Background: an optimization exercise with open tools, aiming at small area. Do not read the settings as production practice.
Only simulation tests tie the RTL to the original design; equivalence was not proved.
No activity file was given, so power comes from the tool's default toggle rates. The flow treats the clock pin as an ideal source, which a real chip does not have.

`design/flow/config.mk`:
```
export PLATFORM = sky130hd
export DESIGN_NAME = eeprom_seq
export DESIGN_NICKNAME = eeprom_seq
export VERILOG_FILES = /design/flow/design.v
export SDC_FILE = /design/flow/constraint.sdc
export NUM_CORES = 4
export LEC_CHECK = 0
export ABC_AREA = 1
export CAP_MARGIN = 20
export CORE_MARGIN = 2
export CORE_UTILIZATION = 65
export CTS_BUF_LIST = sky130_fd_sc_hd__clkbuf_8
export CTS_CLUSTER_SIZE = 30
export SLEW_MARGIN = 20
```
`design/flow/run.sh`:
```
#!/bin/bash
# synth_recipe.tcl (not shown) runs the flow's synth.tcl, then flattens the netlist and writes it again
# the make line also repeats each setting of config.mk as NAME=value (left out here)
make -C /OpenROAD-flow-scripts/flow DESIGN_CONFIG=/design/flow/config.mk WORK_HOME=/design/flow/orfs CLKGATE_MAP_FILE= SYNTH_SCRIPT=/design/flow/synth_recipe.tcl finish
```
`design/flow/design.v`:
```
module eeprom_seq (
    input             clk,
    input             rst,
    input             cmd_valid,
    output            cmd_ready,
    input      [31:0] cmd_word,
    input             buf_we,
    input             buf_sel,
    input      [4:0]  buf_idx,
    input      [22:0] buf_wdata,
    input      [4:0]  rbuf_idx,
    output     [7:0]  rbuf_data,
    input             map_ok,
    input             term_req,
    output reg        ev_valid,
    input             ev_ready,
    output reg [3:0]  ev_kind,
    output reg [31:0] ev_arg,
    input      [31:0] ev_lev,
    output     [31:0] status,
    output     [31:0] err_info,
    output     [14:0] err_addr
);
    localparam [3:0] OP_INIT = 4'h1, OP_CFG_DOUT = 4'h2, OP_CFG_DIN = 4'h3,
                     OP_CADDR = 4'h4, OP_CPAGE = 4'h5, OP_CPAIRS = 4'h6,
                     OP_WSEQ = 4'h7, OP_RSEQ = 4'h8, OP_SDP_OFF = 4'h9,
                     OP_SDP_ON = 4'hA, OP_WPAGE = 4'hB, OP_RPAGE = 4'hC,
                     OP_WTWC = 4'hF;
    localparam [3:0] E_NONE = 4'd0, E_DEVACCESS = 4'd1, E_ILLEGAL = 4'd4,
                     E_NOTINIT = 4'd5, E_LENGTH = 4'd6, E_ADDRRANGE = 4'd7,
                     E_PAGECROSS = 4'd8, E_NOSEQ = 4'd9, E_BADSEQ = 4'd10,
                     E_TWC = 4'd11, E_DIRECTION = 4'd12, E_UNLOADED = 4'd14;
    localparam [3:0] EV_SET = 4'd1, EV_CLR = 4'd2, EV_LEV = 4'd3,
                     EV_CFG = 4'd4, EV_DELAY = 4'd5, EV_SLEEP = 4'd6,
                     EV_SIGBLOCK = 4'd7, EV_SIGUNBLOCK = 4'd8,
                     EV_DIAG = 4'd9, EV_TERM = 4'd10;
    localparam [4:0] S_IDLE     = 5'd0,
                     S_RSTCLR   = 5'd1,    
                     S_SCANW    = 5'd2,    
                     S_SCAN     = 5'd3,    
                     S_CHECK    = 5'd4,
                     S_DIAG     = 5'd5,
                     S_TERM     = 5'd6,
                     S_INIT_SET = 5'd7,
                     S_INIT_CLR = 5'd8,
                     S_CFG      = 5'd9,
                     S_SIGBLOCK = 5'd10,
                     S_SP1      = 5'd11,   
                     S_SP2      = 5'd12,   
                     S_SETD     = 5'd13,
                     S_W_D0A    = 5'd14,
                     S_W_D0B    = 5'd15,
                     S_W_WEL    = 5'd16,
                     S_W_WP     = 5'd17,
                     S_W_WEH    = 5'd18,
                     S_W_D0C    = 5'd19,
                     S_W_D0D    = 5'd20,
                     S_CP1      = 5'd21,   
                     S_CP2      = 5'd22,   
                     S_CLRD     = 5'd23,
                     S_R_OE     = 5'd24,
                     S_R_EXTRA  = 5'd25,
                     S_R_SETTLE = 5'd26,
                     S_R_LEV    = 5'd27,
                     S_R_RESTORE = 5'd28,
                     S_SIGUNBLOCK = 5'd29,
                     S_SLEEP    = 5'd30;
    reg [4:0]  state;
    reg [4:0]  ph;           
    reg [1:0]  md;           
    reg [31:0] cur_cmd;
    reg        twc_pending;
    reg        seq_valid;
    reg        seq_addr;     
    reg [5:0]  seq_len;
    reg [5:0]  rbuf_len;
    reg [3:0]  err;
    reg        dout;         
    reg        unl;          
    reg [4:0]  cnt;          
    reg [22:0] r;            
    reg [32*23-1:0] sq;      
    reg [32*9-1:0]  pb;      
    reg [32*24-1:0] pr;      
    reg [32*8-1:0]  rb;      
    wire [22:0] sq_head = sq[22:0];
    wire [8:0]  pb_head = pb[8:0];
    wire [23:0] pr_head = pr[23:0];
    wire [3:0]  c_op   = cur_cmd[3:0];
    wire [6:0]  c_len  = cur_cmd[10:4];
    wire [14:0] c_base = cur_cmd[25:11];
    wire [5:0]  c_rsv  = cur_cmd[31:26];
    reg c_legal;
    always @(*) begin
        case (c_op)
            OP_INIT, OP_CFG_DOUT, OP_CFG_DIN, OP_WSEQ, OP_RSEQ,
            OP_SDP_OFF, OP_SDP_ON, OP_WTWC:
                c_legal = (cur_cmd[31:4] == 28'd0);
            OP_CPAIRS:
                c_legal = (cur_cmd[31:11] == 21'd0);
            OP_CADDR, OP_CPAGE, OP_WPAGE, OP_RPAGE:
                c_legal = (c_rsv == 6'd0);
            default:
                c_legal = 1'b0;
        endcase
    end
    wire m_uninit  = (md == 2'b00);
    wire final_mode = md[1];
    wire len_err   = (c_len > 7'd32);
    wire [15:0] base_plus_n = {1'b0, c_base} + {9'd0, c_len};
    wire range_err = (base_plus_n > 16'h8000);
    wire [6:0] page_off_plus_n = {2'b00, c_base[4:0]} + c_len;
    wire cross_err = (page_off_plus_n > 7'd32);
    wire len_zero  = (c_len == 7'd0);
    wire [3:0] wr_eng_err = twc_pending ? E_TWC : (!dout ? E_DIRECTION : E_NONE);
    wire [3:0] rd_eng_err = twc_pending ? E_TWC : E_NONE;
    reg [3:0] chk_err;
    always @(*) begin
        chk_err = E_NONE;
        if (!c_legal)
            chk_err = E_ILLEGAL;
        else if (m_uninit && c_op != OP_INIT)
            chk_err = E_NOTINIT;
        else if (!m_uninit && c_op == OP_INIT)
            chk_err = E_ILLEGAL;
        else begin
            case (c_op)
                OP_INIT:
                    if (!map_ok) chk_err = E_DEVACCESS;
                OP_CADDR: begin
                    if (len_err)        chk_err = E_LENGTH;
                    else if (range_err) chk_err = E_ADDRRANGE;
                end
                OP_CPAGE: begin
                    if (len_err)        chk_err = E_LENGTH;
                    else if (range_err) chk_err = E_ADDRRANGE;
                    else if (cross_err) chk_err = E_PAGECROSS;
                    else if (unl)       chk_err = E_UNLOADED;
                end
                OP_CPAIRS: begin
                    if (len_err)        chk_err = E_LENGTH;
                    else if (unl)       chk_err = E_UNLOADED;
                end
                OP_WSEQ: begin
                    if (!seq_valid)             chk_err = E_NOSEQ;
                    else if (seq_len != 6'd0)   chk_err = wr_eng_err;
                end
                OP_RSEQ: begin
                    if (!seq_valid)             chk_err = E_NOSEQ;
                    else if (seq_len != 6'd0) begin
                        if (!seq_addr)          chk_err = E_BADSEQ;
                        else                    chk_err = rd_eng_err;
                    end
                end
                OP_SDP_OFF, OP_SDP_ON:
                    chk_err = wr_eng_err;
                OP_WPAGE: begin
                    if (len_err)                chk_err = E_LENGTH;
                    else if (range_err)         chk_err = E_ADDRRANGE;
                    else if (cross_err)         chk_err = E_PAGECROSS;
                    else if (unl)               chk_err = E_UNLOADED;
                    else if (!len_zero)         chk_err = wr_eng_err;
                end
                OP_RPAGE: begin
                    if (len_err)                chk_err = E_LENGTH;
                    else if (range_err)         chk_err = E_ADDRRANGE;
                    else if (!len_zero)         chk_err = rd_eng_err;
                end
                default: ;
            endcase
        end
    end
    wire op_read  = (c_op == OP_RSEQ) || (c_op == OP_RPAGE);
    wire op_sleep = (c_op == OP_SDP_OFF) || (c_op == OP_SDP_ON) || (c_op == OP_WPAGE);
    wire op_pairs = (c_op == OP_CPAIRS);
    function [22:0] sdp_word;
        input       off;
        input [4:0] i;
        begin
            if (off) begin
                case (i)
                    5'd0, 5'd3: sdp_word = 23'h55_5555;   
                    5'd1, 5'd4: sdp_word = 23'h2A_AAAA;   
                    5'd2:       sdp_word = 23'h40_5555;   
                    default:    sdp_word = 23'h10_5555;   
                endcase
            end else begin
                case (i)
                    5'd0:       sdp_word = 23'h55_5555;   
                    5'd1:       sdp_word = 23'h2A_AAAA;   
                    default:    sdp_word = 23'h50_5555;   
                endcase
            end
        end
    endfunction
    wire [14:0] addr_j = c_base + {10'd0, ph};
    reg [22:0] src_word;
    reg        comp_we;
    always @(*) begin
        comp_we = 1'b1;
        case (c_op)
            OP_CADDR, OP_RPAGE:  src_word = {8'd0, addr_j};
            OP_CPAGE:            src_word = {pb_head[7:0], addr_j};
            OP_WPAGE: begin
                src_word = {pb_head[7:0], addr_j};
                comp_we  = !len_zero;
            end
            OP_CPAIRS:           src_word = pr_head[22:0];
            OP_SDP_OFF:          src_word = sdp_word(1'b1, ph);
            OP_SDP_ON:           src_word = sdp_word(1'b0, ph);
            default: begin
                src_word = 23'd0;
                comp_we  = 1'b0;
            end
        endcase
    end
    wire j_in_len = (c_len[6:5] != 2'b00) || (ph < c_len[4:0]);
    wire need_flag = op_pairs ? pr_head[23] : pb_head[8];
    wire [4:0] wrow = buf_idx - ph - 5'd1;    
    wire [4:0] rrow = rbuf_idx - ph;          
    assign rbuf_data = rb[rrow*8 +: 8];
    wire clr_flags = (state == S_RSTCLR);
    wire sq_we = (state == S_SCAN) && comp_we;
    wire rb_we = (state == S_CP1) && op_read && (ph == cnt);
    wire [22:0] sq_tail = sq_we ? src_word : sq_head;
    wire [8:0]  pb_tail = {pb_head[8] & !clr_flags, pb_head[7:0]};
    wire [23:0] pr_tail = {pr_head[23] & !clr_flags, pr_head[22:0]};
    wire [7:0]  rb_tail = rb_we ? r[22:15] : rb[7:0];
    always @(posedge clk) begin
        sq <= {sq_tail, sq[32*23-1:23]};
        rb <= {rb_tail, rb[32*8-1:8]};
    end
    integer p;
    always @(posedge clk) begin
        for (p = 0; p < 32; p = p + 1) begin
            if (buf_we && !buf_sel && wrow == p)
                pb[p*9 +: 9] <= {1'b1, buf_wdata[7:0]};
            else if (p == 31)
                pb[p*9 +: 9] <= pb_tail;
            else
                pb[p*9 +: 9] <= pb[(p+1)*9 +: 9];
            if (buf_we && buf_sel && wrow == p)
                pr[p*24 +: 24] <= {1'b1, buf_wdata};
            else if (p == 31)
                pr[p*24 +: 24] <= pr_tail;
            else
                pr[p*24 +: 24] <= pr[(p+1)*24 +: 24];
        end
    end
    wire cfg_dir = (c_op == OP_INIT) || (c_op == OP_CFG_DOUT);
    always @(*) begin
        ev_valid = 1'b1;
        ev_kind  = 4'd0;
        ev_arg   = 32'd0;
        case (state)
            S_DIAG:       begin ev_kind = EV_DIAG;  ev_arg = {28'd0, err}; end
            S_TERM:       begin ev_kind = EV_TERM; end
            S_INIT_SET:   begin ev_kind = EV_SET;   ev_arg = 32'h0180_0000; end
            S_INIT_CLR:   begin ev_kind = EV_CLR;   ev_arg = 32'h007F_FFFF; end
            S_CFG:        begin ev_kind = EV_CFG;   ev_arg = {23'd0, cfg_dir, 3'd0, cnt}; end
            S_SIGBLOCK:   begin ev_kind = EV_SIGBLOCK; end
            S_SETD:       begin ev_kind = EV_SET;   ev_arg = {9'd0, r}; end
            S_W_D0A, S_W_D0B, S_W_D0C, S_W_D0D, S_R_SETTLE:
                          begin ev_kind = EV_DELAY; end
            S_W_WEL:      begin ev_kind = EV_CLR;   ev_arg = 32'h0080_0000; end
            S_W_WP:       begin ev_kind = EV_DELAY; ev_arg = 32'd1; end
            S_W_WEH:      begin ev_kind = EV_SET;   ev_arg = 32'h0080_0000; end
            S_CLRD:       begin ev_kind = EV_CLR;   ev_arg = {9'd0, r}; end
            S_R_OE:       begin ev_kind = EV_CLR;   ev_arg = 32'h0100_0000; end
            S_R_EXTRA:    begin ev_kind = EV_DELAY; ev_arg = 32'd2; end
            S_R_LEV:      begin ev_kind = EV_LEV; end
            S_R_RESTORE:  begin ev_kind = EV_SET;   ev_arg = 32'h0180_0000; end
            S_SIGUNBLOCK: begin ev_kind = EV_SIGUNBLOCK; end
            S_SLEEP:      begin ev_kind = EV_SLEEP; end
            default:      ev_valid = 1'b0;
        endcase
    end
    wire ev_fire = ev_valid && ev_ready;
    wire last_elem = ({1'b0, cnt} == seq_len - 6'd1);
    assign cmd_ready = (state == S_IDLE);
    wire   cmd_fire  = cmd_valid && cmd_ready;
    wire fail = md[1] & md[0];
    wire term = md[1] & !md[0];
    assign status    = {5'd0, 1'b0  , 1'b0, rbuf_len, 1'b0, seq_len, err,
                        seq_valid, fail, twc_pending, term, 1'b0  ,
                        term, fail, md[0]};
    assign err_info  = fail ? cur_cmd : 32'd0;
    assign err_addr  = (fail && (err == E_ADDRRANGE || err == E_PAGECROSS)) ? c_base : 15'd0;
    always @(posedge clk) begin
        if (rst) begin
            state       <= S_RSTCLR;
            ph          <= 5'd0;
            md          <= 2'b00;
            twc_pending <= 1'b0;
            seq_valid   <= 1'b0;
            seq_len     <= 6'd0;
            rbuf_len    <= 6'd0;
            err         <= E_NONE;
        end else begin
            ph <= ph + 5'd1;
            case (state)
                S_RSTCLR: if (ph == 5'd31) state <= S_IDLE;
                S_IDLE: begin
                    if (!final_mode && term_req) begin
                        state <= S_TERM;
                    end else if (cmd_fire && !final_mode) begin
                        cur_cmd <= cmd_word;
                        state   <= S_SCANW;
                    end
                end
                S_SCANW: begin
                    unl <= 1'b0;
                    if (ph == 5'd31) state <= S_SCAN;
                end
                S_SCAN: begin
                    if (j_in_len && !need_flag) unl <= 1'b1;
                    if (ph == 5'd31) state <= S_CHECK;
                end
                S_CHECK: begin
                    cnt <= 5'd0;
                    if (chk_err != E_NONE) begin
                        err   <= chk_err;
                        md    <= 2'b11;
                        state <= S_DIAG;
                    end else begin
                        case (c_op)
                            OP_INIT: begin
                                md          <= 2'b01;
                                seq_valid   <= 1'b0;
                                seq_len     <= 6'd0;
                                rbuf_len    <= 6'd0;
                                twc_pending <= 1'b0;
                                dout        <= 1'b1;
                                state       <= S_INIT_SET;
                            end
                            OP_CFG_DOUT, OP_CFG_DIN: begin
                                dout  <= !c_op[0];
                                cnt   <= 5'd15;
                                state <= S_CFG;
                            end
                            OP_CADDR, OP_CPAGE, OP_CPAIRS: begin
                                seq_len   <= c_len[5:0];
                                seq_valid <= 1'b1;
                                seq_addr  <= (c_op == OP_CADDR);
                                state     <= S_IDLE;
                            end
                            OP_WSEQ: begin
                                seq_valid <= 1'b0;
                                if (seq_len == 6'd0) state <= S_IDLE;
                                else begin
                                    twc_pending <= 1'b1;
                                    state       <= S_SIGBLOCK;
                                end
                            end
                            OP_RSEQ: begin
                                seq_valid <= 1'b0;
                                rbuf_len  <= seq_len;
                                if (seq_len == 6'd0) state <= S_IDLE;
                                else begin
                                    dout  <= 1'b0;
                                    state <= S_SIGBLOCK;
                                end
                            end
                            OP_SDP_OFF, OP_SDP_ON: begin
                                seq_len   <= c_op[0] ? 6'd6 : 6'd3;
                                seq_valid <= 1'b0;
                                state     <= S_SIGBLOCK;
                            end
                            OP_WPAGE: begin
                                if (len_zero) state <= S_IDLE;
                                else begin
                                    seq_len   <= c_len[5:0];
                                    seq_valid <= 1'b0;
                                    state     <= S_SIGBLOCK;
                                end
                            end
                            OP_RPAGE: begin
                                seq_len   <= c_len[5:0];
                                seq_valid <= 1'b0;
                                seq_addr  <= 1'b1;
                                rbuf_len  <= c_len[5:0];
                                if (len_zero) state <= S_IDLE;
                                else begin
                                    dout  <= 1'b0;
                                    state <= S_SIGBLOCK;
                                end
                            end
                            OP_WTWC: begin
                                twc_pending <= 1'b0;
                                state       <= S_SLEEP;
                            end
                            default: state <= S_IDLE;
                        endcase
                    end
                end
                S_DIAG: if (ev_fire) state <= S_IDLE;
                S_TERM: if (ev_fire) begin
                    md    <= 2'b10;
                    state <= S_IDLE;
                end
                S_INIT_SET: if (ev_fire) state <= S_INIT_CLR;
                S_INIT_CLR: if (ev_fire) state <= S_CFG;
                S_CFG: if (ev_fire) begin
                    cnt <= cnt + 5'd1;
                    if (cnt == ((c_op == OP_INIT) ? 5'd24 : 5'd22)) begin
                        cnt   <= 5'd0;
                        state <= op_read ? S_R_OE : S_IDLE;
                    end
                end
                S_SIGBLOCK: if (ev_fire) begin
                    if (op_read) begin
                        cnt   <= 5'd15;
                        state <= S_CFG;
                    end else begin
                        state <= S_SP1;
                    end
                end
                S_R_OE: if (ev_fire) state <= S_SP1;
                S_SP1: begin
                    if (cnt == 5'd0) begin
                        r     <= 23'd0;
                        state <= S_SP2;
                    end else if (ph == cnt - 5'd1) begin
                        r     <= sq_head;
                        state <= S_SP2;
                    end
                end
                S_SP2: if (ph == cnt) begin
                    r     <= ~r & sq_head;
                    state <= S_SETD;
                end
                S_SETD: if (ev_fire) state <= op_read ? S_R_EXTRA : S_W_D0A;
                S_W_D0A: if (ev_fire) state <= S_W_D0B;
                S_W_D0B: if (ev_fire) state <= S_W_WEL;
                S_W_WEL: if (ev_fire) state <= S_W_WP;
                S_W_WP:  if (ev_fire) state <= S_W_WEH;
                S_W_WEH: if (ev_fire) state <= S_W_D0C;
                S_W_D0C: if (ev_fire) state <= S_W_D0D;
                S_W_D0D: if (ev_fire) state <= S_CP1;
                S_R_EXTRA:  if (ev_fire) state <= S_R_SETTLE;
                S_R_SETTLE: if (ev_fire) state <= S_R_LEV;
                S_R_LEV: if (ev_fire) begin
                    r[22:15] <= ev_lev[22:15];
                    state    <= S_CP1;
                end
                S_CP1: if (ph == cnt) begin
                    r     <= sq_head;
                    state <= S_CP2;
                end
                S_CP2: begin
                    if (last_elem) begin
                        state <= S_CLRD;
                    end else if (ph == cnt + 5'd1) begin
                        r     <= r & ~sq_head;
                        state <= S_CLRD;
                    end
                end
                S_CLRD: if (ev_fire) begin
                    if (last_elem) begin
                        state <= op_read ? S_R_RESTORE : S_SIGUNBLOCK;
                    end else begin
                        cnt   <= cnt + 5'd1;
                        state <= S_SP1;
                    end
                end
                S_R_RESTORE: if (ev_fire) state <= S_SIGUNBLOCK;
                S_SIGUNBLOCK: if (ev_fire) state <= op_sleep ? S_SLEEP : S_IDLE;
                S_SLEEP: if (ev_fire) state <= S_IDLE;
                default: state <= S_IDLE;
            endcase
        end
    end
endmodule
```
`design/flow/constraint.sdc`:
```
create_clock -name core_clock -period 10.0 [get_ports {clk}]
set_input_delay 2.0000 -clock core_clock [delete_from_list [all_inputs] [get_ports {clk}]]
set_output_delay 2.0000 -clock core_clock [all_outputs]
set_load 0.01 [all_outputs]
```
==> metrics.yaml, run 1 <==
run_status:
  outcome: "no timing/DRC/antenna violations"
floorplan:
  floorplan.rows: 114
  die_y_um: 315.6
  floorplan.core_area_sq_um: 96420
  fp.dieW_um: 315.6
  top_level_ports: 230
  design.die.area_sq_um: 99590
  floorplan.initialDensity: 0.6544
grt:
  grt_pass1_wl_mm: 223.9
  groute.usage.overall: 0.2834
  grt_antenna_before_repair: 7
  maximum_number_of_pins_on_one_net_before_global_route_repair: 84
  first_global_vias: 41450
  globalRoute.totalOverflow: 0
drt:
  detailedRoute.firstPassIterationCount: 6
  route.antenna.remaining_nets: 0
  drt_iter0_markers: 3571
  detail_route.wl_per_cell_um: 17.53
  routed_wirelength_mm: 142.0
  drcViolationCount: 0
  via_per_inst: 5.303
  vias: 42940
hold_path:
  holdCritPathClass: "register to register"
  worst_hold_startpoint: "sq[699]"
  holdPathStages: 0
  hold_path_end: "sq[676]"
synth:
  ys_async_sr_fraction: 0
  synthesized_area_fraction_occupied_by_ao_oa_aoi_and_oai_cells: 0.1216
  synth_seq_area_share: 0.6892
  syn_inst: 6412
  yosys.area_share.adder: 0.007812
  syn_area_per_cell_sq_um: 9.841
  muxShareOfSynthArea: 0.003549
  seq_cells_post_synth: 2141
  yosys.area_share.xor_xnor: 0.003886
  main_combinational_cell_family_by_area_after_synthesis: "simple AND/OR/NAND/NOR gates"
  synth_edf_count: 63
  synth_simple_gate_area_share: 0.1278
  synthDistinctLibCells: 58
  synth_area_sq_um: 63100
  synthesis.yosys.warnings: 1
  synthFlopType: "sky130_fd_sc_hd__dfxtp_1"
clock_tree:
  worstSkewPairLatency_ps: 970
  cts_buffers: 322
  clock-root-buffer: "sky130_fd_sc_hd__clkbuf_8"
  post_cts_buffers: 0
  clk_pin_slew_worst_paths_ps: 60
  clock-sinks: 2141
  tritoncts: "yes"
  cts_buffer_depth: 4
  cts_hold_repair.buffers: 0
  cts.htree.levels: 5
  postCtsResizedCells: 0
pwr:
  worst_ir_drop_vdd_v: 0.0001946
  cellLeakagePower_nw: 29.87
  power_density_over_cell_area_nw_per_um2: 263.6
  overall_power_consumption_w: 0.01893
sta:
  worst_pin_slew_ps: 1111
  crit_path_time_final_ps: 8212
  count_of_final_setup_violators: 0
  setup_tns_ps: 0
  worst_slew_margin_rel: 0.2568
  maxClockFrequency_mhz: 121.8
  final_min_period_over_clock_period: 0.8212
  report.final.hold_viol_count: 0
  worst_clock_skew_ps: 102.1
  setup_repair_after_global_routing_missed_its_margin: "false"
  drv_slew: 0
placement:
  place.port_buffers: 189
  place.gp.congestion: 0.9610
  place_hpwl_mm: 87.80
setup_path:
  worst_r2r_path_depth: 9
  worstPathArrival_ps: 6210
  worst_setup_path_start_kind: "input pin"
  critical_path.max_fanout: 83
  crit_required_ps: 8000
  criticalPathCategory: "input pin to primary output"
  setup.worst_path.end_class: "primary output"
  r2r_start: "ph[1]"
  reg_to_reg_critical_path_endpoint: "pb[190]"
  setup_slack_of_the_most_critical_reg_to_reg_path_ps: 5780
final_layout:
  layout-area-overhead-vs-synth_pct: 13.81
  drive_above_1_share: 0.08698
  final_nets: 6746
job:
  drv.max_cap_violation_count: 0
-- power by group --
group | internal (W) | switching (W) | total, W
clock network | 0.00366 | 0.00314 | 0.00680
registers | 0.0100 | 0.000433 | 0.0104
logic | 0.000731 | 0.000967 | 0.00170
total | 0.0144 | 0.00454 | 0.0189
-- registers in the layout (all words and copies together), names as in the netlist, 5 cells and up --
register	cells
cnt	5
cur_cmd	32
pb	288
ph	5
pr	768
r	23
rb	256
rbuf_len	6
seq_len	6
sq	736
state	5
-- per-stage QoR --
| stage | hold slack [ps] | worst slack (ps) | cell area [sq um] | std cells | util |
|---|---|---|---|---|---|
| detailed placement | 312.1 | 1858 | 65550 | 7553 | 0.6799 |
| global route | 273.1 | 1604 | 71810 | 8096 | 0.7448 |
| global placement | 309.7 | 1933 | 65550 | 7553 | 0.6799 |
| floorplan | 309.6 | 3870 | 63160 | 6427 | - |
| finish | 275.9 | 1788 | 71820 | 8098 | 0.7448 |
| CTS | 269.3 | 1841 | 71750 | 8091 | 0.7441 |
-- layout by cell type, fill, tap and decap left out, types with 12 or more instances in the layout --
master and count:
sky130_fd_sc_hd__inv_1 401, sky130_fd_sc_hd__o2111ai_1 12, sky130_fd_sc_hd__nand3_1 150, sky130_fd_sc_hd__o21ai_0 1160, sky130_fd_sc_hd__xor2_1 19, sky130_fd_sc_hd__edfxtp_1 63
sky130_fd_sc_hd__inv_2 22, sky130_fd_sc_hd__conb_1 16, sky130_fd_sc_hd__clkbuf_8 399, sky130_fd_sc_hd__clkdlybuf4s50_1 189, sky130_fd_sc_hd__o211ai_1 43, sky130_fd_sc_hd__ha_1 32
sky130_fd_sc_hd__a21oi_1 67, sky130_fd_sc_hd__clkinv_2 29, sky130_fd_sc_hd__nand4_1 21, sky130_fd_sc_hd__nand2_1 1370, sky130_fd_sc_hd__nor3_1 23, sky130_fd_sc_hd__mux2_2 19
sky130_fd_sc_hd__buf_4 59, sky130_fd_sc_hd__o31ai_1 14, sky130_fd_sc_hd__a211oi_1 13, sky130_fd_sc_hd__dfxtp_1 2078, sky130_fd_sc_hd__nor2_1 416, sky130_fd_sc_hd__o32ai_1 65
-- synthesized netlist by cell type (all sizes together), types with 2 or more instances --
cell	number	share of area
a31oi	2	0.00020
a311oi	2	0.00038
o32ai	65	0.0090
o21bai	2	0.00030
clkbuf	341	0.020
a21oi	69	0.0056
dfxtp	2078	0.66
o21ai	1162	0.092
edfxtp	63	0.030
or2	4	0.00040
nand3b	6	0.00071
a221oi	4	0.00056
o21a	2	0.00024
nor4	11	0.0011
inv	329	0.020
nor3	24	0.0021
fa	4	0.0013
a32o	2	0.00032
buf	58	0.0055
o311ai	2	0.00028
clkinv	12	0.00071
ha	33	0.0065
nand4	21	0.0021
o22ai	11	0.0011
nand2	1379	0.082
xor2	20	0.0028
o31ai	14	0.0017
mux2	19	0.0034
nand3	154	0.013
nor2	429	0.026
a211oi	13	0.0015
a22oi	7	0.00083
xnor2	8	0.0011
o211ai	43	0.0051
o2111ai	12	0.0017
-- worst max path at each step --
stage                      from           end  slack, ps  cells after the start
finish              rbuf_idx[0]  rbuf_data[1]       1790                     12
global route        rbuf_idx[0]  rbuf_data[1]       1600                     12
CTS                 rbuf_idx[0]  rbuf_data[1]       1840                     12
detailed placement  rbuf_idx[0]  rbuf_data[1]       1860                     12
global placement    rbuf_idx[0]  rbuf_data[1]       1930                     12
floorplan           rbuf_idx[0]  rbuf_data[1]       3870                     13
-- cell type report --
| class | count | area (sq um) |
|---|---|---|
| flip-flops and latches | 2141 | 43490 |
| fillers | 6726 | 24600 |
| multi-input cells | 3546 | 16830 |
| clock buffers | 399 | 5492 |
| repair buffers | 252 | 2412 |
| well taps | 1276 | 1597 |
| inverters | 341 | 1285 |
| clock inverters | 139 | 703.2 |
| diodes | 4 | 10.01 |
-- critical path, cell delays in order --
cell and delay [ps]:
sky130_fd_sc_hd__clkdlybuf4s50_1 410, sky130_fd_sc_hd__inv_1 100, sky130_fd_sc_hd__ha_4 130, sky130_fd_sc_hd__inv_1 50, sky130_fd_sc_hd__fa_4 1310, sky130_fd_sc_hd__buf_4 520, sky130_fd_sc_hd__o21ai_0 160, sky130_fd_sc_hd__o32ai_1 130
sky130_fd_sc_hd__mux2_2 190, sky130_fd_sc_hd__nor2_1 40, sky130_fd_sc_hd__o31ai_1 480, sky130_fd_sc_hd__clkdlybuf4s50_1 630
-- routing by layer --
layer / global-route usage / wire length [um] / vias to the layer above
met1: 0.3800 / 63140 / 20150
met2: 0.4552 / 65800 / 1261
met3: 0.04578 / 7938 / 311
met4: 0.1281 / 5093 / 0
met5: 0 / 0 / -
li1: - / - / 21220
-- logic make-up after synthesis --
kind of cell	Yosys count
adder cells (fa/ha/maj)	37
buffers and inverters	740
XOR/XNOR	28
other	1
AND/OR/NAND/NOR	2028
flip-flops	2141
AO/OA/AOI/OAI	1417
multiplexers	20
==> run 2, diff against run 1 <==
==> design/flow/config.mk (replaced) <==
export PLATFORM = sky130hd
export DESIGN_NAME = eeprom_seq
export DESIGN_NICKNAME = eeprom_seq
export VERILOG_FILES = /design/flow/design.v
export SDC_FILE = /design/flow/constraint.sdc
export NUM_CORES = 4
export LEC_CHECK = 0
export CAP_MARGIN = 20
export CORE_MARGIN = 2
export CORE_UTILIZATION = 40
export SLEW_MARGIN = 20
==> run 2 against run 1 <==
  * Worst hold slack improved by 25 ps
  * Power increased by 5.7%
  * Utilization is 27 points lower
  * Register-to-register slack got worse by 540 ps
  * Via count shrank 19%
  * Critical path type unchanged
  * Synthesized cell count decreased by 28%
  * Final cell count is 12% lower
  * First-iteration DRC count is 34% lower
  * Largest power group unchanged
  * Clock power increased by 17%
  * Global-route usage decreased by 12 points
  * Still clean
  * Worst setup slack gained 560 ps
  * Combinational power about the same
==> metrics.yaml, run 2 <==
pwr:
  power_density_over_cell_area_nw_per_um2: 264.1
  overall_power_consumption_w: 0.02002
  cellLeakagePower_nw: 30.68
  worst_ir_drop_vdd_v: 0.0001716
clock_tree:
  post_cts_buffers: 0
  clk_pin_slew_worst_paths_ps: 70
  cts_buffer_depth: 3
  postCtsResizedCells: 0
  clock-sinks: 2141
  cts_hold_repair.buffers: 0
  cts.htree.levels: 4
  tritoncts: "yes"
  worstSkewPairLatency_ps: 800
  cts_buffers: 205
  clock-root-buffer: "sky130_fd_sc_hd__clkbuf_16"
setup_path:
  worst_r2r_path_depth: 11
  r2r_start: "cur_cmd[11]"
  worst_setup_path_start_kind: "input pin"
  crit_required_ps: 8000
  path_cells: "clkdlybuf4s50_1 > inv_1 > ha_4 > inv_1 > fa_2 > buf_4 > mux4_2 > mux4_2 > mux2_2 > clkdlybuf4s50_1"
  cpPeakStageDelay_ps: 700
  setup_slack_of_the_most_critical_reg_to_reg_path_ps: 5240
  setup.worst_path.end_class: "primary output"
  buffer_and_inverter_count_on_the_worst_path: 5
  criticalPathCategory: "input pin to primary output"
  worstPathArrival_ps: 5650
  path_delay_family: "buffers and inverters"
  slowest_stage: "sky130_fd_sc_hd__fa_2"
  reg_to_reg_critical_path_endpoint: "dout"
  critical_path.max_fanout: 36
sta:
  worst_clock_skew_ps: 37.96
  drv_slew: 0
  report.final.hold_viol_count: 0
  worst_pin_slew_ps: 1061
  final_critical_path_setup_slack_ps: 2346
  worst_slew_margin_rel: 0.2928
  setup_tns_ps: 0
  final_min_period_over_clock_period: 0.7654
  hold_ws_ps: 300.7
  count_of_final_setup_violators: 0
  setup_repair_after_global_routing_missed_its_margin: "false"
  maxClockFrequency_mhz: 130.6
  crit_path_time_final_ps: 7654
floorplan:
  fp.dieW_um: 406.0
  die_y_um: 406.0
  floorplan.core_area_sq_um: 160600
  design.die.area_sq_um: 164800
  floorplan.rows: 147
  top_level_ports: 230
  floorplan.initialDensity: 0.4026
grt:
  grt_pass1_wl_mm: 212.0
  globalRoute.totalOverflow: 0
  first_global_vias: 34360
  maximum_number_of_pins_on_one_net_before_global_route_repair: 65
  grt_antenna_before_repair: 16
  groute.usage.overall: 0.1678
synth:
  yosys.area.top_type: "sky130_fd_sc_hd__dfxtp_1"
  seq_cells_post_synth: 2141
  post_synth_most_frequent_cells: "sky130_fd_sc_hd__dfxtp_1 (2,078), sky130_fd_sc_hd__mux2_2 (1,013), sky130_fd_sc_hd__clkbuf_1 (246)"
  top_cells_by_area_synth: "sky130_fd_sc_hd__dfxtp_1 (64%), sky130_fd_sc_hd__mux2_2 (18%), sky130_fd_sc_hd__edfxtp_1 (2.9%), sky130_fd_sc_hd__mux4_2 (2.8%), sky130_fd_sc_hd__clkbuf_1 (1.4%)"
  synthesis.yosys.warnings: 1
  syn_inst: 4645
  synth_area_sq_um: 64640
  synth_seq_area_share: 0.6728
  synthDominantCellAreaShare: 0.6435
  synth_edf_count: 63
  synthFlopType: "sky130_fd_sc_hd__dfxtp_1"
  ys_async_sr_fraction: 0
  syn_area_per_cell_sq_um: 13.92
  post-synth-top-count-cell: "sky130_fd_sc_hd__dfxtp_1"
  synthDistinctLibCells: 83
hold_path:
  hold_path_end: "sq[486]"
  worst_hold_startpoint: "sq[509]"
  holdCritPathClass: "register to register"
  holdPathStages: 0
final_layout:
  regMostFlops: "pr"
  fillers: 14110
  layout_common_cells: "sky130_fd_sc_hd__dfxtp_1 (2,077), sky130_fd_sc_hd__mux2_2 (1,013), sky130_fd_sc_hd__clkbuf_16 (210)"
  drive_above_1_share: 0.3155
  layout.core_utilization: 0.4722
  final_nets: 4968
  layout-area-overhead-vs-synth_pct: 17.29
  largest_register_ffs: 768
  final_common_cell: "sky130_fd_sc_hd__dfxtp_1"
  biggestRegsByFlops: "pr: 768 flops, sq: 736 flops, pb: 288 flops"
placement:
  place.gp.congestion: 0.8730
  dp_worst_setup_slack_ps: 2290
  place.port_buffers: 189
  place_hpwl_mm: 88.88
drt:
  route.antenna.remaining_nets: 0
  routed_wirelength_mm: 139.0
  detailedRoute.firstPassIterationCount: 8
  drt_iter0_markers: 2347
  detail_route.wl_per_cell_um: 19.42
  via_per_inst: 4.836
  drcViolationCount: 0
  vias: 34620
run_status:
  outcome: "no timing/DRC/antenna violations"
job:
  drv.max_cap_violation_count: 0
run 2: cell types whose count changed in the layout (fill, tap and decap cells not counted), sizes merged, moves of 56 or more:
cell    before   now
mux2        19  1014
nand2     1379   149
nand3      154    49
nor2       429   139
o32ai       65     9
mux4         0    80
inv        431    53
o21ai     1162    86
clkbuf     399   287
run 2: worst max path at each step:
stage / cells after the start / from / slack (ps) / end
5_1_grt: 9 / rbuf_idx[0] / 2170 / rbuf_data[6]
2_1_floorplan: 8 / rbuf_idx[0] / 3280 / rbuf_data[0]
3_3_place_gp: 8 / rbuf_idx[0] / 2090 / rbuf_data[6]
4_1_cts: 9 / rbuf_idx[0] / 2280 / rbuf_data[6]
3_5_place_dp: 9 / rbuf_idx[0] / 2290 / rbuf_data[6]
6_report: 10 / rbuf_idx[0] / 2350 / rbuf_data[6]
run 2: kinds of logic after synthesis:
group / synth area share
other: 0.00005801
and+or+nand+nor: 0.04620
muxes: 0.2057
DFF: 0.6728
AOI/OAI and AO/OA: 0.03976
xor gates and xnor gates: 0.007316
buffers and inverters: 0.02059
adders and majority gates: 0.007626
run 2: power breakdown:
part           internal (W)  total [W]  switching, W
registers            0.0100     0.0104      0.000394
clock network       0.00466    0.00793       0.00326
logic               0.00111    0.00167      0.000557
total                0.0158     0.0200       0.00421
run 2: worst reg2reg max path, cell delays in order (launching register included):
cell	delay, ps
sky130_fd_sc_hd__edfxtp_1	660
sky130_fd_sc_hd__ha_1	350
sky130_fd_sc_hd__fa_1	470
sky130_fd_sc_hd__a21o_1	230
sky130_fd_sc_hd__a221oi_1	310
sky130_fd_sc_hd__mux2_2	380
sky130_fd_sc_hd__nand4_1	130
sky130_fd_sc_hd__or4_4	160
sky130_fd_sc_hd__a21oi_1	90
sky130_fd_sc_hd__o2111ai_1	740
sky130_fd_sc_hd__nand3_1	490
sky130_fd_sc_hd__nor4_1	410
run 2: layout make-up:
cell class,instances,area [sq um],share of cell area
clock inverters,86,1160,0.01530
clock buffers,287,5944,0.07840
flip-flops and latches,2141,43490,0.5736
repair buffers,251,2315,0.03053
well taps,2160,2703,0.03564
inverters,40,150.1,0.001980
diodes,7,17.52,0.0002310
multi-input cells,2187,20040,0.2643
run 2: through the flow:
step	area [sq um]	std cells
after floorplan	64700	4660
after global placement	68680	6778
after detailed placement	68710	6779
after CTS	75820	7152
after global routing	75810	7153
final	75820	7159
run 2: metal layers:
layer / global-route usage / vias to the layer above / wire, um
li1: - / 16510 / -
met1: 0.2393 / 16950 / 66960
met2: 0.2550 / 922 / 60680
met3: 0.03458 / 232 / 8225
met4: 0.05113 / 2 / 3136
met5: 0 / - / 7
==> run 3, diff against run 2 <==
==> design/flow/flow/run.sh (new file) <==
#!/bin/bash
set -euo pipefail
export CTS_ARGS="-sink_clustering_enable -repair_clock_nets -dont_use_dummy_load -sink_clustering_size 30 -sink_clustering_max_diameter 100"
bash standard.sh > standard_flow.log 2>&1
==> design/flow/standard.sh (new file) <==
#!/bin/bash
# synth_recipe.tcl (not shown) runs the flow's synth.tcl, then flattens the netlist and writes it again
# the make line also repeats each setting of config.mk as NAME=value (left out here)
make -C /OpenROAD-flow-scripts/flow DESIGN_CONFIG=/design/flow/config.mk WORK_HOME=/design/flow/orfs CLKGATE_MAP_FILE= SYNTH_SCRIPT=/design/flow/synth_recipe.tcl "${@:-finish}"
--- a/design/flow/config.mk
+++ b/design/flow/config.mk
@@ -5,7 +5,8 @@
 export SDC_FILE = /design/flow/constraint.sdc
 export NUM_CORES = 4
 export LEC_CHECK = 0
+export ABC_AREA = 1
 export CAP_MARGIN = 20
 export CORE_MARGIN = 2
-export CORE_UTILIZATION = 40
+export CORE_UTILIZATION = 65
 export SLEW_MARGIN = 20
removed: design/flow/run.sh
==> run 3 against run 2 <==
  * Highest routed layer unchanged
  * Largest power group unchanged
  * Non-clock buffer count down 1
  * Sequential power about the same
  * Critical path depth up 2
==> metrics.yaml, run 3 <==
synth:
  syn_inst: 6412
  yosys.area.top_type: "sky130_fd_sc_hd__dfxtp_1"
  synthDominantCellAreaShare: 0.6592
  synth_area_sq_um: 63100
  synthDistinctLibCells: 58
  post-synth-top-count-cell: "sky130_fd_sc_hd__dfxtp_1"
  syn_area_per_cell_sq_um: 9.841
  post_synth_most_frequent_cells: "sky130_fd_sc_hd__dfxtp_1 (2,078), sky130_fd_sc_hd__nand2_1 (1,370), sky130_fd_sc_hd__o21ai_0 (1,160)"
  synthFlopType: "sky130_fd_sc_hd__dfxtp_1"
  top_cells_by_area_synth: "sky130_fd_sc_hd__dfxtp_1 (66%), sky130_fd_sc_hd__o21ai_0 (9.2%), sky130_fd_sc_hd__nand2_1 (8.1%), sky130_fd_sc_hd__edfxtp_1 (3.0%), sky130_fd_sc_hd__nor2_1 (2.5%)"
  synth_seq_area_share: 0.6892
  synth_edf_count: 63
  synthesis.yosys.warnings: 1
  ys_async_sr_fraction: 0
  seq_cells_post_synth: 2141
sta:
  crit_path_time_final_ps: 8208
  final_critical_path_setup_slack_ps: 1792
  maxClockFrequency_mhz: 121.8
  setup_tns_ps: 0
  worst_pin_slew_ps: 1093
  drv_slew: 0
  worst_slew_margin_rel: 0.2688
  count_of_final_setup_violators: 0
  worst_clock_skew_ps: 96.07
  report.final.hold_viol_count: 0
  setup_repair_after_global_routing_missed_its_margin: "false"
  hold_ws_ps: 277.9
  final_min_period_over_clock_period: 0.8208
pwr:
  cellLeakagePower_nw: 27.33
  power_density_over_cell_area_nw_per_um2: 236.5
  worst_ir_drop_vdd_v: 0.0002054
  netSwitchingFraction: 0.2364
  power.clock.fraction: 0.244
  power.sequential.fraction: 0.651
  p_sw_w: 0.003782
  internal_power_w: 0.01222
  comb_power_share: 0.105
job:
  drv.max_cap_violation_count: 0
clock_tree:
  tritoncts: "yes"
  cts.htree.levels: 3
  clk_pin_slew_worst_paths_ps: 100
  clock-root-buffer: "sky130_fd_sc_hd__clkbuf_16"
  cts_buffers: 83
  postCtsResizedCells: 0
  cts_hold_repair.buffers: 0
  clock-sinks: 2141
  worstSkewPairLatency_ps: 700
  cts_buffer_depth: 3
  post_cts_buffers: 0
final_layout:
  drive_above_1_share: 0.03600
  final_cell_area_sq_um: 67660
  biggestRegsByFlops: "pr: 768 flops, sq: 736 flops, pb: 288 flops"
  final_common_cell: "sky130_fd_sc_hd__dfxtp_1"
  register_area_sq_um: 43490
  layout-area-overhead-vs-synth_pct: 7.227
  regMostFlops: "pr"
  fillers: 7329
  finalNonFillerCells: 7638
  multiInputGateArea_sq_um: 16830
  largest_register_ffs: 768
  final_nets: 6505
  layout_common_cells: "sky130_fd_sc_hd__dfxtp_1 (2,078), sky130_fd_sc_hd__nand2_1 (1,370), sky130_fd_sc_hd__o21ai_0 (1,160)"
drt:
  routed_wirelength_mm: 136.0
  drcViolationCount: 0
  drt_iter0_markers: 3562
  detail_route.wl_per_cell_um: 17.80
  top_layer: "met5"
  route.antenna.remaining_nets: 0
  vias: 40930
  drt-met1-wl_mm: 62.31
  route.met2.wl_mm: 62.61
  detailedRoute.firstPassIterationCount: 5
  via_per_inst: 5.359
  detailroute.wirelength.met3_mm: 6.897
floorplan:
  floorplan.core_area_sq_um: 96420
  fp.dieW_um: 315.6
  top_level_ports: 230
  die_y_um: 315.6
  floorplan.rows: 114
  design.die.area_sq_um: 99590
  floorplan.initialDensity: 0.6544
setup_path:
  setup.worst_path.end_class: "primary output"
  critical_path.max_fanout: 83
  worstPathArrival_ps: 6210
  crit_required_ps: 8000
  worst_setup_path_start_kind: "input pin"
  criticalPathCategory: "input pin to primary output"
grt:
  globalRoute.totalOverflow: 0
  grt_pass1_wl_mm: 213.2
  maximum_number_of_pins_on_one_net_before_global_route_repair: 84
  grt_antenna_before_repair: 6
  groute.usage.overall: 0.2699
  first_global_vias: 38430
placement:
  placed_area_sq_um: 65550
  place.port_buffers: 189
  dp_worst_setup_slack_ps: 1858
  place.detailed.instances: 7553
  place.gp.congestion: 0.9610
  place_hpwl_mm: 87.80
hold_path:
  holdCritPathClass: "register to register"
run_status:
  outcome: "no timing/DRC/antenna violations"
-- run 3: cell count changes in the layout (fill, tap and decap cells not counted), moves of 37 or more --
cell / change
sky130_fd_sc_hd__mux2_2: -994
sky130_fd_sc_hd__mux4_2: -80
sky130_fd_sc_hd__nand3_1: +101
sky130_fd_sc_hd__nand2b_1: -53
sky130_fd_sc_hd__nor2_1: +291
sky130_fd_sc_hd__clkbuf_1: -37
sky130_fd_sc_hd__nand2_1: +1223
sky130_fd_sc_hd__and3_1: -38
sky130_fd_sc_hd__clkbuf_8: -40
sky130_fd_sc_hd__inv_1: +268
sky130_fd_sc_hd__clkbuf_16: -127
sky130_fd_sc_hd__o32ai_1: +56
sky130_fd_sc_hd__o21ai_0: +1077
-- run 3: power groups by stage --
stage               clock [W]  combinational (W)  sequential, W
global placement            0            0.00159         0.0106
global route          0.00425            0.00200         0.0105
finish                0.00391            0.00168         0.0104
floorplan                   0            0.00127         0.0104
detailed placement          0            0.00166         0.0106
CTS                   0.00397            0.00169         0.0104
-- run 3: path summary, 6_finish.rpt --
kind                             startpoint            to  slack, ps  depth (start not counted)
worst min-delay path                sq[165]       sq[142]        280                          0
worst max-delay path            rbuf_idx[0]  rbuf_data[1]       1790                         12
worst max register to register        ph[1]       pb[193]       5820                          9
worst min register to register      sq[165]       sq[142]        280                          0
-- run 3: final cells by class --
cell class	count	share of cell area
clock buffer	83	0.03070
antenna	1	0.00003698
multi-input combinational	3546	0.2487
sequential	2141	0.6428
inverter	341	0.01899
timing repair buffer	250	0.03521
tap	1276	0.02360
-- run 3: critical path, cell delays in order --
cell and delay (ps):
sky130_fd_sc_hd__clkdlybuf4s50_1 410, sky130_fd_sc_hd__inv_1 100, sky130_fd_sc_hd__ha_4 130, sky130_fd_sc_hd__inv_1 50, sky130_fd_sc_hd__fa_4 1310, sky130_fd_sc_hd__buf_4 520, sky130_fd_sc_hd__o21ai_0 160, sky130_fd_sc_hd__o32ai_1 130
sky130_fd_sc_hd__mux2_2 190, sky130_fd_sc_hd__nor2_1 30, sky130_fd_sc_hd__o31ai_1 470, sky130_fd_sc_hd__clkdlybuf4s50_1 630
-- run 3: through the flow --
step	util	total power, W
2_1_floorplan	-	0.01172
3_3_place_gp	0.6799	0.01217
3_5_place_dp	0.6799	0.01224
4_1_cts	0.7014	0.01607
5_1_grt	0.7017	0.01678
6_report	0.7017	0.01600
-- run 3: kinds of logic after synthesis --
logic type	Yosys count	synth area share
adders and majority gates	37	0.007812
and+or+nand+nor	2028	0.1278
buffers and inverters	740	0.04608
xor gates and xnor gates	28	0.003886
AOI/OAI and AO/OA	1417	0.1216
other	1	0.00005943
muxes	20	0.003549
DFF	2141	0.6892
-- run 3: routing by layer --
metal | vias to the layer above | track usage
met2 | 998 | 0.4405
met5 | - | 0
met3 | 208 | 0.03325
met4 | 2 | 0.08908
li1 | 20530 | -
met1 | 19190 | 0.3761
==> run 4, diff against run 3 <==
==> design/flow/flow/run.sh (replaced) <==
#!/bin/bash
set -euo pipefail
export CTS_ARGS="-sink_clustering_enable -repair_clock_nets -dont_use_dummy_load -sink_clustering_size 24 -sink_clustering_max_diameter 80"
bash standard.sh > standard_flow.log 2>&1
==> run 4 against run 3 <==
  * Fmax increased by 0.70%
  * Final area increased by 0.71%
  * Clock-buffer cell count increased by 19
  * Via count increased by 0.62%
  * Power increased by 2.2%
  * Area after synthesis unchanged
  * Highest routed layer is now met4
  * Flip-flop and latch count unchanged
  * Still clean on timing, DRC and antenna
  * Largest power group unchanged
  * Worst setup slack improved by 57 ps
  * Global-route usage increased by 0.059 points
  * Sequential power about the same
  * Clock skew decreased by 10 ps
==> metrics.yaml, run 4 <==
synth:
  syn_area_per_cell_sq_um: 9.841
  yosys.area_share.adder: 0.007812
  main_combinational_cell_family_by_area_after_synthesis: "simple AND/OR/NAND/NOR gates"
  synth_edf_count: 63
  yosys.area_share.xor_xnor: 0.003886
  post-synth-top-count-cell: "sky130_fd_sc_hd__dfxtp_1"
  post_synth_most_frequent_cells: "sky130_fd_sc_hd__dfxtp_1 (2,078), sky130_fd_sc_hd__nand2_1 (1,370), sky130_fd_sc_hd__o21ai_0 (1,160)"
  synthesized_area_fraction_occupied_by_ao_oa_aoi_and_oai_cells: 0.1216
  synth_area_sq_um: 63100
  seq_cells_post_synth: 2141
  muxShareOfSynthArea: 0.003549
  synth_seq_area_share: 0.6892
  syn_inst: 6412
  synthDistinctLibCells: 58
  synth_simple_gate_area_share: 0.1278
  yosys.area.top_type: "sky130_fd_sc_hd__dfxtp_1"
  top_cells_by_area_synth: "sky130_fd_sc_hd__dfxtp_1 (66%), sky130_fd_sc_hd__o21ai_0 (9.2%), sky130_fd_sc_hd__nand2_1 (8.1%), sky130_fd_sc_hd__edfxtp_1 (3.0%), sky130_fd_sc_hd__nor2_1 (2.5%)"
  synthFlopType: "sky130_fd_sc_hd__dfxtp_1"
  synthDominantCellAreaShare: 0.6592
  synthesis.yosys.warnings: 1
  ys_async_sr_fraction: 0
floorplan:
  design.die.area_sq_um: 99590
  die_y_um: 315.6
  floorplan.rows: 114
  fp.dieW_um: 315.6
  floorplan.core_area_sq_um: 96420
  floorplan.initialDensity: 0.6544
  top_level_ports: 230
setup_path:
  crit_required_ps: 8000
  reg_to_reg_critical_path_endpoint: "pb[208]"
  worst_r2r_path_depth: 9
  r2r_start: "ph[1]"
  setup_slack_of_the_most_critical_reg_to_reg_path_ps: 5780
  critical_path.max_fanout: 83
  worstPathArrival_ps: 6150
  criticalPathCategory: "input pin to primary output"
  setup.worst_path.end_class: "primary output"
  worst_setup_path_start_kind: "input pin"
sta:
  setup_tns_ps: 0
  final_min_period_over_clock_period: 0.8151
  count_of_final_setup_violators: 0
  setup_repair_after_global_routing_missed_its_margin: "false"
  maxClockFrequency_mhz: 122.7
  report.final.hold_viol_count: 0
  worst_pin_slew_ps: 1094
  crit_path_time_final_ps: 8151
  worst_slew_margin_rel: 0.2700
  drv_slew: 0
  worst_clock_skew_ps: 85.66
placement:
  place.port_buffers: 189
  place_hpwl_mm: 87.80
  place.gp.congestion: 0.9610
clock_tree:
  tritoncts: "yes"
  worstSkewPairLatency_ps: 710
  clk_pin_slew_worst_paths_ps: 90
  clock-root-buffer: "sky130_fd_sc_hd__clkbuf_16"
  cts.htree.levels: 3
  cts_buffers: 102
  postCtsResizedCells: 0
  cts_buffer_depth: 3
  post_cts_buffers: 0
  cts_hold_repair.buffers: 0
  clock-sinks: 2141
final_layout:
  register_area_sq_um: 43490
  fillers: 7227
  regMostFlops: "pr"
  layout_common_cells: "sky130_fd_sc_hd__dfxtp_1 (2,078), sky130_fd_sc_hd__nand2_1 (1,370), sky130_fd_sc_hd__o21ai_0 (1,160)"
  drive_above_1_share: 0.03902
  final_nets: 6525
  final_common_cell: "sky130_fd_sc_hd__dfxtp_1"
  multiInputGateArea_sq_um: 16830
  layout-area-overhead-vs-synth_pct: 7.989
  biggestRegsByFlops: "pr: 768 flops, sq: 736 flops, pb: 288 flops"
  largest_register_ffs: 768
grt:
  groute.usage.overall: 0.2705
  globalRoute.totalOverflow: 0
  met2_grt_util: 0.4380
  first_global_vias: 38390
  met1_track_usage_gr: 0.3763
  maximum_number_of_pins_on_one_net_before_global_route_repair: 84
  grt_antenna_before_repair: 7
  grt_pass1_wl_mm: 213.6
  gr-max-usage-layer: "met2"
  groute.layer.met3.usage: 0.03470
drt:
  vias: 41190
  via_per_inst: 5.378
  detailedRoute.firstPassIterationCount: 6
  route.antenna.remaining_nets: 0
  drcViolationCount: 0
  drt_iter0_markers: 3278
  detail_route.wl_per_cell_um: 17.72
  routed_wirelength_mm: 135.7
hold_path:
  holdCritPathClass: "register to register"
  holdPathStages: 0
  hold_path_end: "sq[101]"
  worst_hold_startpoint: "sq[124]"
run_status:
  outcome: "no timing/DRC/antenna violations"
job:
  drv.max_cap_violation_count: 0
pwr:
  worst_ir_drop_vdd_v: 0.0001950
  power_density_over_cell_area_nw_per_um2: 240.1
  cellLeakagePower_nw: 27.57
  overall_power_consumption_w: 0.01636
-- run 4: cell count changes in the layout (fill, tap and decap cells not counted), sizes merged --
cell	previous run	this run
clkbuf	83	102
buf	61	62
clkinv	12	11
diode	1	2
inv	329	330
-- run 4: cell families after synthesis --
logic type,after synthesis
DFF,2141
other,1
muxes,20
xor gates and xnor gates,28
and+or+nand+nor,2028
AOI/OAI and AO/OA,1417
buffers and inverters,740
adders and majority gates,37
-- run 4: worst max-delay path, cell delays in order --
cell and delay [ps]:
sky130_fd_sc_hd__clkdlybuf4s50_1 410, sky130_fd_sc_hd__inv_1 100, sky130_fd_sc_hd__ha_4 130, sky130_fd_sc_hd__inv_1 50
sky130_fd_sc_hd__fa_4 1310, sky130_fd_sc_hd__buf_4 510, sky130_fd_sc_hd__o21ai_0 160, sky130_fd_sc_hd__o32ai_1 130
sky130_fd_sc_hd__mux2_2 190, sky130_fd_sc_hd__nor2_1 30, sky130_fd_sc_hd__o31ai_1 440, sky130_fd_sc_hd__clkdlybuf4s50_1 620
-- run 4: worst max path at each step --
stage	from	to	cells past startpoint
2_1_floorplan	rbuf_idx[0]	rbuf_data[1]	13
3_3_place_gp	rbuf_idx[0]	rbuf_data[1]	12
3_5_place_dp	rbuf_idx[0]	rbuf_data[1]	12
4_1_cts	rbuf_idx[0]	rbuf_data[1]	12
5_1_grt	rbuf_idx[0]	rbuf_data[1]	12
6_report	rbuf_idx[0]	rbuf_data[1]	12
-- run 4: per-layer routing --
metal,part of all wire,vias to the layer above
li1,-,20590
met1,0.45,19270
met2,0.46,1092
met3,0.055,238
met4,0.033,0
met5,0,-
-- run 4: layout make-up --
type | count | area share
tap | 1276 | 0.02343
sequential | 2141 | 0.6382
antenna | 2 | 0.00007344
timing repair buffer | 251 | 0.03500
clock buffer | 102 | 0.03746
multi-input combinational | 3546 | 0.2470
inverter | 341 | 0.01886
-- run 4: where the power goes --
group / switching (W) / internal (W) / leakage (nW)
Clock: 0.00245 / 0.00182 / 1.26
Sequential: 0.000426 / 0.00999 / 17.5
Combinational: 0.000948 / 0.000727 / 8.80
Total: 0.00383 / 0.0125 / 27.6
-- run 4: per-stage QoR --
step                      cell area (sq um)  utilization  std cells  hold WS, ps  setup WS [ps]
after floorplan                       63160            -       6427        309.6           3870
after global placement                65550       0.6799       7553        309.7           1933
after detailed placement              65550       0.6799       7553        312.1           1858
after CTS                             68110       0.7063       7655        253.3           1844
after global routing                  68140       0.7067       7657        253.1           1605
final                                 68140       0.7067       7659        262.7           1849
==> run 5, diff against run 4 <==
--- a/design/flow/design.v
+++ b/design/flow/design.v
@@ -45,8 +45,7 @@
                      S_INIT_CLR = 5'd8,
                      S_CFG      = 5'd9,
                      S_SIGBLOCK = 5'd10,
-                     S_SP1      = 5'd11,   
-                     S_SP2      = 5'd12,   
+                     S_SP       = 5'd11,   
                      S_SETD     = 5'd13,
                      S_W_D0A    = 5'd14,
                      S_W_D0B    = 5'd15,
@@ -55,8 +54,7 @@
                      S_W_WEH    = 5'd18,
                      S_W_D0C    = 5'd19,
                      S_W_D0D    = 5'd20,
-                     S_CP1      = 5'd21,   
-                     S_CP2      = 5'd22,   
+                     S_CP       = 5'd21,   
                      S_CLRD     = 5'd23,
                      S_R_OE     = 5'd24,
                      S_R_EXTRA  = 5'd25,
@@ -77,13 +75,17 @@
     reg [3:0]  err;
     reg        dout;         
     reg        unl;          
+    reg        f_range;      
+    reg        f_cross;      
     reg [4:0]  cnt;          
     reg [22:0] r;            
     reg [32*23-1:0] sq;      
     reg [32*9-1:0]  pb;      
     reg [32*24-1:0] pr;      
     reg [32*8-1:0]  rb;      
-    wire [22:0] sq_head = sq[22:0];
+    wire [22:0] sq_head = sq[22:0];               
+    wire [22:0] sq_next = sq[45:23];              
+    wire [22:0] sq_prev = sq[32*23-1:31*23];      
     wire [8:0]  pb_head = pb[8:0];
     wire [23:0] pr_head = pr[23:0];
     wire [3:0]  c_op   = cur_cmd[3:0];
@@ -107,10 +109,8 @@
     wire m_uninit  = (md == 2'b00);
     wire final_mode = md[1];
     wire len_err   = (c_len > 7'd32);
-    wire [15:0] base_plus_n = {1'b0, c_base} + {9'd0, c_len};
-    wire range_err = (base_plus_n > 16'h8000);
-    wire [6:0] page_off_plus_n = {2'b00, c_base[4:0]} + c_len;
-    wire cross_err = (page_off_plus_n > 7'd32);
+    wire range_err = f_range;
+    wire cross_err = f_cross;
     wire len_zero  = (c_len == 7'd0);
     wire [3:0] wr_eng_err = twc_pending ? E_TWC : (!dout ? E_DIRECTION : E_NONE);
     wire [3:0] rd_eng_err = twc_pending ? E_TWC : E_NONE;
@@ -193,7 +193,9 @@
             end
         end
     endfunction
-    wire [14:0] addr_j = c_base + {10'd0, ph};
+    wire [5:0]  addr_lo = {1'b0, c_base[4:0]} + {1'b0, ph};
+    wire [10:0] addr_hi = {1'b0, c_base[14:5]} + {10'd0, addr_lo[5]};
+    wire [14:0] addr_j  = {addr_hi[9:0], addr_lo[4:0]};
     reg [22:0] src_word;
     reg        comp_we;
     always @(*) begin
@@ -218,10 +220,14 @@
     wire need_flag = op_pairs ? pr_head[23] : pb_head[8];
     wire [4:0] wrow = buf_idx - ph - 5'd1;    
     wire [4:0] rrow = rbuf_idx - ph;          
-    assign rbuf_data = rb[rrow*8 +: 8];
+    reg [7:0] rb_row [0:31];
+    integer q;
+    always @(*) for (q = 0; q < 32; q = q + 1) rb_row[q] = rb[q*8 +: 8];
+    assign rbuf_data = rb_row[rrow];
     wire clr_flags = (state == S_RSTCLR);
     wire sq_we = (state == S_SCAN) && comp_we;
-    wire rb_we = (state == S_CP1) && op_read && (ph == cnt);
+    wire at_i  = (ph == cnt);
+    wire rb_we = (state == S_CP) && op_read && at_i;
     wire [22:0] sq_tail = sq_we ? src_word : sq_head;
     wire [8:0]  pb_tail = {pb_head[8] & !clr_flags, pb_head[7:0]};
     wire [23:0] pr_tail = {pr_head[23] & !clr_flags, pr_head[22:0]};
@@ -309,11 +315,17 @@
                     end
                 end
                 S_SCANW: begin
-                    unl <= 1'b0;
+                    unl     <= 1'b0;
+                    f_range <= 1'b0;
+                    f_cross <= 1'b0;
                     if (ph == 5'd31) state <= S_SCAN;
                 end
                 S_SCAN: begin
-                    if (j_in_len && !need_flag) unl <= 1'b1;
+                    if (j_in_len) begin
+                        if (!need_flag) unl     <= 1'b1;
+                        if (addr_hi[10]) f_range <= 1'b1;
+                        if (addr_lo[5])  f_cross <= 1'b1;
+                    end
                     if (ph == 5'd31) state <= S_CHECK;
                 end
                 S_CHECK: begin
@@ -412,21 +424,12 @@
                         cnt   <= 5'd15;
                         state <= S_CFG;
                     end else begin
-                        state <= S_SP1;
-                    end
-                end
-                S_R_OE: if (ev_fire) state <= S_SP1;
-                S_SP1: begin
-                    if (cnt == 5'd0) begin
-                        r     <= 23'd0;
-                        state <= S_SP2;
-                    end else if (ph == cnt - 5'd1) begin
-                        r     <= sq_head;
-                        state <= S_SP2;
+                        state <= S_SP;
                     end
                 end
-                S_SP2: if (ph == cnt) begin
-                    r     <= ~r & sq_head;
+                S_R_OE: if (ev_fire) state <= S_SP;
+                S_SP: if (at_i) begin
+                    r     <= ~(sq_prev & {23{cnt != 5'd0}}) & sq_head;
                     state <= S_SETD;
                 end
                 S_SETD: if (ev_fire) state <= op_read ? S_R_EXTRA : S_W_D0A;
@@ -436,31 +439,23 @@
                 S_W_WP:  if (ev_fire) state <= S_W_WEH;
                 S_W_WEH: if (ev_fire) state <= S_W_D0C;
                 S_W_D0C: if (ev_fire) state <= S_W_D0D;
-                S_W_D0D: if (ev_fire) state <= S_CP1;
+                S_W_D0D: if (ev_fire) state <= S_CP;
                 S_R_EXTRA:  if (ev_fire) state <= S_R_SETTLE;
                 S_R_SETTLE: if (ev_fire) state <= S_R_LEV;
                 S_R_LEV: if (ev_fire) begin
                     r[22:15] <= ev_lev[22:15];
-                    state    <= S_CP1;
+                    state    <= S_CP;
                 end
-                S_CP1: if (ph == cnt) begin
-                    r     <= sq_head;
-                    state <= S_CP2;
-                end
-                S_CP2: begin
-                    if (last_elem) begin
-                        state <= S_CLRD;
-                    end else if (ph == cnt + 5'd1) begin
-                        r     <= r & ~sq_head;
-                        state <= S_CLRD;
-                    end
+                S_CP: if (at_i) begin
+                    r     <= sq_head & ~(sq_next & {23{!last_elem}});
+                    state <= S_CLRD;
                 end
                 S_CLRD: if (ev_fire) begin
                     if (last_elem) begin
                         state <= op_read ? S_R_RESTORE : S_SIGUNBLOCK;
                     end else begin
                         cnt   <= cnt + 5'd1;
-                        state <= S_SP1;
+                        state <= S_SP;
                     end
                 end
                 S_R_RESTORE: if (ev_fire) state <= S_SIGUNBLOCK;
==> design/flow/flow/run.sh (replaced) <==
#!/bin/bash
set -euo pipefail
export CTS_ARGS="-sink_clustering_enable -repair_clock_nets -dont_use_dummy_load -sink_clustering_size 20 -sink_clustering_max_diameter 80 -buf_list {sky130_fd_sc_hd__clkbuf_8 sky130_fd_sc_hd__clkbuf_16}"
export BUFFER_PORTS_ARGS="-inputs -outputs -buffer_cell sky130_fd_sc_hd__buf_1"
bash standard.sh > standard_flow.log 2>&1
==> run 5 against run 4 <==
  * Sequential share of layout area increased by 1.8 points
  * Utilization is 0.66 points lower
  * Fmax up 14%
  * Non-clock buffer count is 6 lower
  * Global-route usage is 0.43 points lower
  * Flip-flop and latch count increased by 2
  * Final cell count decreased by 1.7%
  * Critical endpoint is now rbuf_data[5]
  * Largest cell class unchanged
==> metrics.yaml, run 5 <==
clock_tree:
  post_cts_buffers: 0
  cts_buffers: 117
  tritoncts: "yes"
  cts_buffer_depth: 3
  cts.htree.levels: 3
  clock-sinks: 2143
  cts_hold_repair.buffers: 0
  clk_pin_slew_worst_paths_ps: 80
  worstSkewPairLatency_ps: 710
  postCtsResizedCells: 0
sta:
  maxClockFrequency_mhz: 139.8
  setup_repair_after_global_routing_missed_its_margin: "false"
  report.final.hold_viol_count: 0
  worst_slew_margin_rel: 0.2746
  drv_slew: 0
  final_min_period_over_clock_period: 0.7152
  setup_tns_ps: 0
  count_of_final_setup_violators: 0
  worst_pin_slew_ps: 1087
  crit_path_time_final_ps: 7152
placement:
  place.port_buffers: 189
  place_hpwl_mm: 84.87
  placed_area_sq_um: 63300
floorplan:
  floorplan.initialDensity: 0.6546
  design.die.area_sq_um: 97880
  floorplan.core_area_sq_um: 94730
  top_level_ports: 230
  die_y_um: 312.9
final_layout:
  biggestRegsByFlops: "pr: 768 flops, sq: 736 flops, pb: 288 flops"
  drive_above_1_share: 0.03753
  final_nets: 6399
  final_cell_area_sq_um: 66320
  number_of_diodes_added_for_antenna_fixing: 0
  regMostFlops: "pr"
  largest_register_ffs: 768
  layout_common_cells: "sky130_fd_sc_hd__dfxtp_1 (2,078), sky130_fd_sc_hd__nand2_1 (1,553), sky130_fd_sc_hd__o21ai_0 (1,119)"
setup_path:
  setup.worst_path.end_class: "primary output"
  reg_to_reg_critical_path_endpoint: "pr[422]"
  worst_r2r_path_depth: 10
  setup_slack_of_the_most_critical_reg_to_reg_path_ps: 5430
  criticalPathCategory: "input pin to primary output"
  critical_path.max_fanout: 17
  worstPathArrival_ps: 5150
  r2r_start: "ph[1]"
hold_path:
  holdCritPathClass: "register to register"
  worst_hold_startpoint: "sq[623]"
  hold_path_end: "sq[600]"
pwr:
  power_density_over_cell_area_nw_per_um2: 254.4
  worst_ir_drop_vdd_v: 0.0001915
  cellLeakagePower_nw: 27.22
  overall_power_consumption_w: 0.01687
grt:
  grt_pass1_wl_mm: 208.3
  groute.usage.overall: 0.2662
  globalRoute.totalOverflow: 0
drt:
  vias: 39880
  detailedRoute.firstPassIterationCount: 6
  detail_route.wl_per_cell_um: 17.44
  route.antenna.remaining_nets: 0
  routed_wirelength_mm: 131.3
synth:
  synthDominantCellAreaShare: 0.6709
  synth_edf_count: 65
  yosys.area.top_type: "sky130_fd_sc_hd__dfxtp_1"
  synth_seq_area_share: 0.7024
  top_cells_by_area_synth: "sky130_fd_sc_hd__dfxtp_1 (67%), sky130_fd_sc_hd__nand2_1 (9.4%), sky130_fd_sc_hd__o21ai_0 (9.0%), sky130_fd_sc_hd__edfxtp_1 (3.1%), sky130_fd_sc_hd__clkbuf_1 (1.9%)"
  syn_area_per_cell_sq_um: 9.923
  post_synth_most_frequent_cells: "sky130_fd_sc_hd__dfxtp_1 (2,078), sky130_fd_sc_hd__nand2_1 (1,554), sky130_fd_sc_hd__o21ai_0 (1,119)"
  synthesis.yosys.warnings: 2
  post-synth-top-count-cell: "sky130_fd_sc_hd__dfxtp_1"
  synthFlopType: "sky130_fd_sc_hd__dfxtp_1"
  synth_area_sq_um: 62010
run_status:
  outcome: "no timing/DRC/antenna violations"
-- run 5: cell type report --
cell class / count / area [sq um] / share of cell area
well taps: 1265 / 1583 / 0.02387
clock buffers: 117 / 2928 / 0.04415
inverters: 295 / 1107 / 0.01670
flip-flops and latches: 2143 / 43550 / 0.6567
multi-input cells: 3462 / 15970 / 0.2407
repair buffers: 245 / 1185 / 0.01787
-- run 5: kinds of logic (layout without fill, tap and decap cells) --
group,after synthesis,after routing,share of synthesized area
and+or+nand+nor,2103,2103,0.1361
other,1,16,0.00006048
buffers and inverters,659,657,0.04173
xor gates and xnor gates,28,28,0.004742
DFF,2143,2143,0.7024
adders and majority gates,30,30,0.006417
muxes,8,8,0.001453
AOI/OAI and AO/OA,1277,1277,0.1071
-- run 5: through the flow --
| step | instances | worst slack (ps) | utilization |
|---|---|---|---|
| floorplan | 6264 | 3860 | - |
| global placement | 7406 | 2956 | 0.6682 |
| detailed placement | 7406 | 2870 | 0.6682 |
| CTS | 7523 | 2869 | 0.6991 |
| global route | 7527 | 2590 | 0.7001 |
| finish | 7527 | 2848 | 0.7001 |
-- run 5: routing by layer --
| layer | wire (um) | track usage | share of wire |
|---|---|---|---|
| met1 | 63020 | 0.3931 | 0.48 |
| met2 | 58100 | 0.4157 | 0.44 |
| met3 | 6800 | 0.03546 | 0.052 |
| met4 | 3346 | 0.07014 | 0.025 |
| met5 | 9 | 0 | 0.000069 |
-- run 5: worst max-delay path, stage by stage --
cell and delay [ps]:
sky130_fd_sc_hd__buf_1 70, sky130_fd_sc_hd__inv_1 70, sky130_fd_sc_hd__ha_1 140, sky130_fd_sc_hd__inv_1 60, sky130_fd_sc_hd__fa_1 400, sky130_fd_sc_hd__nand3_1 100, sky130_fd_sc_hd__nand2_1 190, sky130_fd_sc_hd__xnor2_2 460
sky130_fd_sc_hd__nor2_2 280, sky130_fd_sc_hd__nand2_1 110, sky130_fd_sc_hd__inv_1 150, sky130_fd_sc_hd__nand2_1 100, sky130_fd_sc_hd__nand2_1 50, sky130_fd_sc_hd__nor2_1 90, sky130_fd_sc_hd__nand4_1 120, sky130_fd_sc_hd__nor3_1 380
sky130_fd_sc_hd__nand3_1 200, sky130_fd_sc_hd__buf_1 170
-- run 5: how the worst max path moves through the flow --
stage                 from      endpoint  slack, ps  depth (start not counted)
2_1_floorplan  rbuf_idx[0]  rbuf_data[2]       3860                         14
3_3_place_gp   rbuf_idx[0]  rbuf_data[7]       2960                         18
3_5_place_dp   rbuf_idx[0]  rbuf_data[5]       2870                         18
4_1_cts        rbuf_idx[0]  rbuf_data[5]       2870                         18
5_1_grt        rbuf_idx[0]  rbuf_data[5]       2590                         16
6_report       rbuf_idx[0]  rbuf_data[5]       2850                         18
-- run 5: power by group --
group	internal [W]	total, W	switching [W]
Clock	0.00207	0.00456	0.00249
Combinational	0.000641	0.00159	0.000949
Sequential	0.0102	0.0107	0.000504
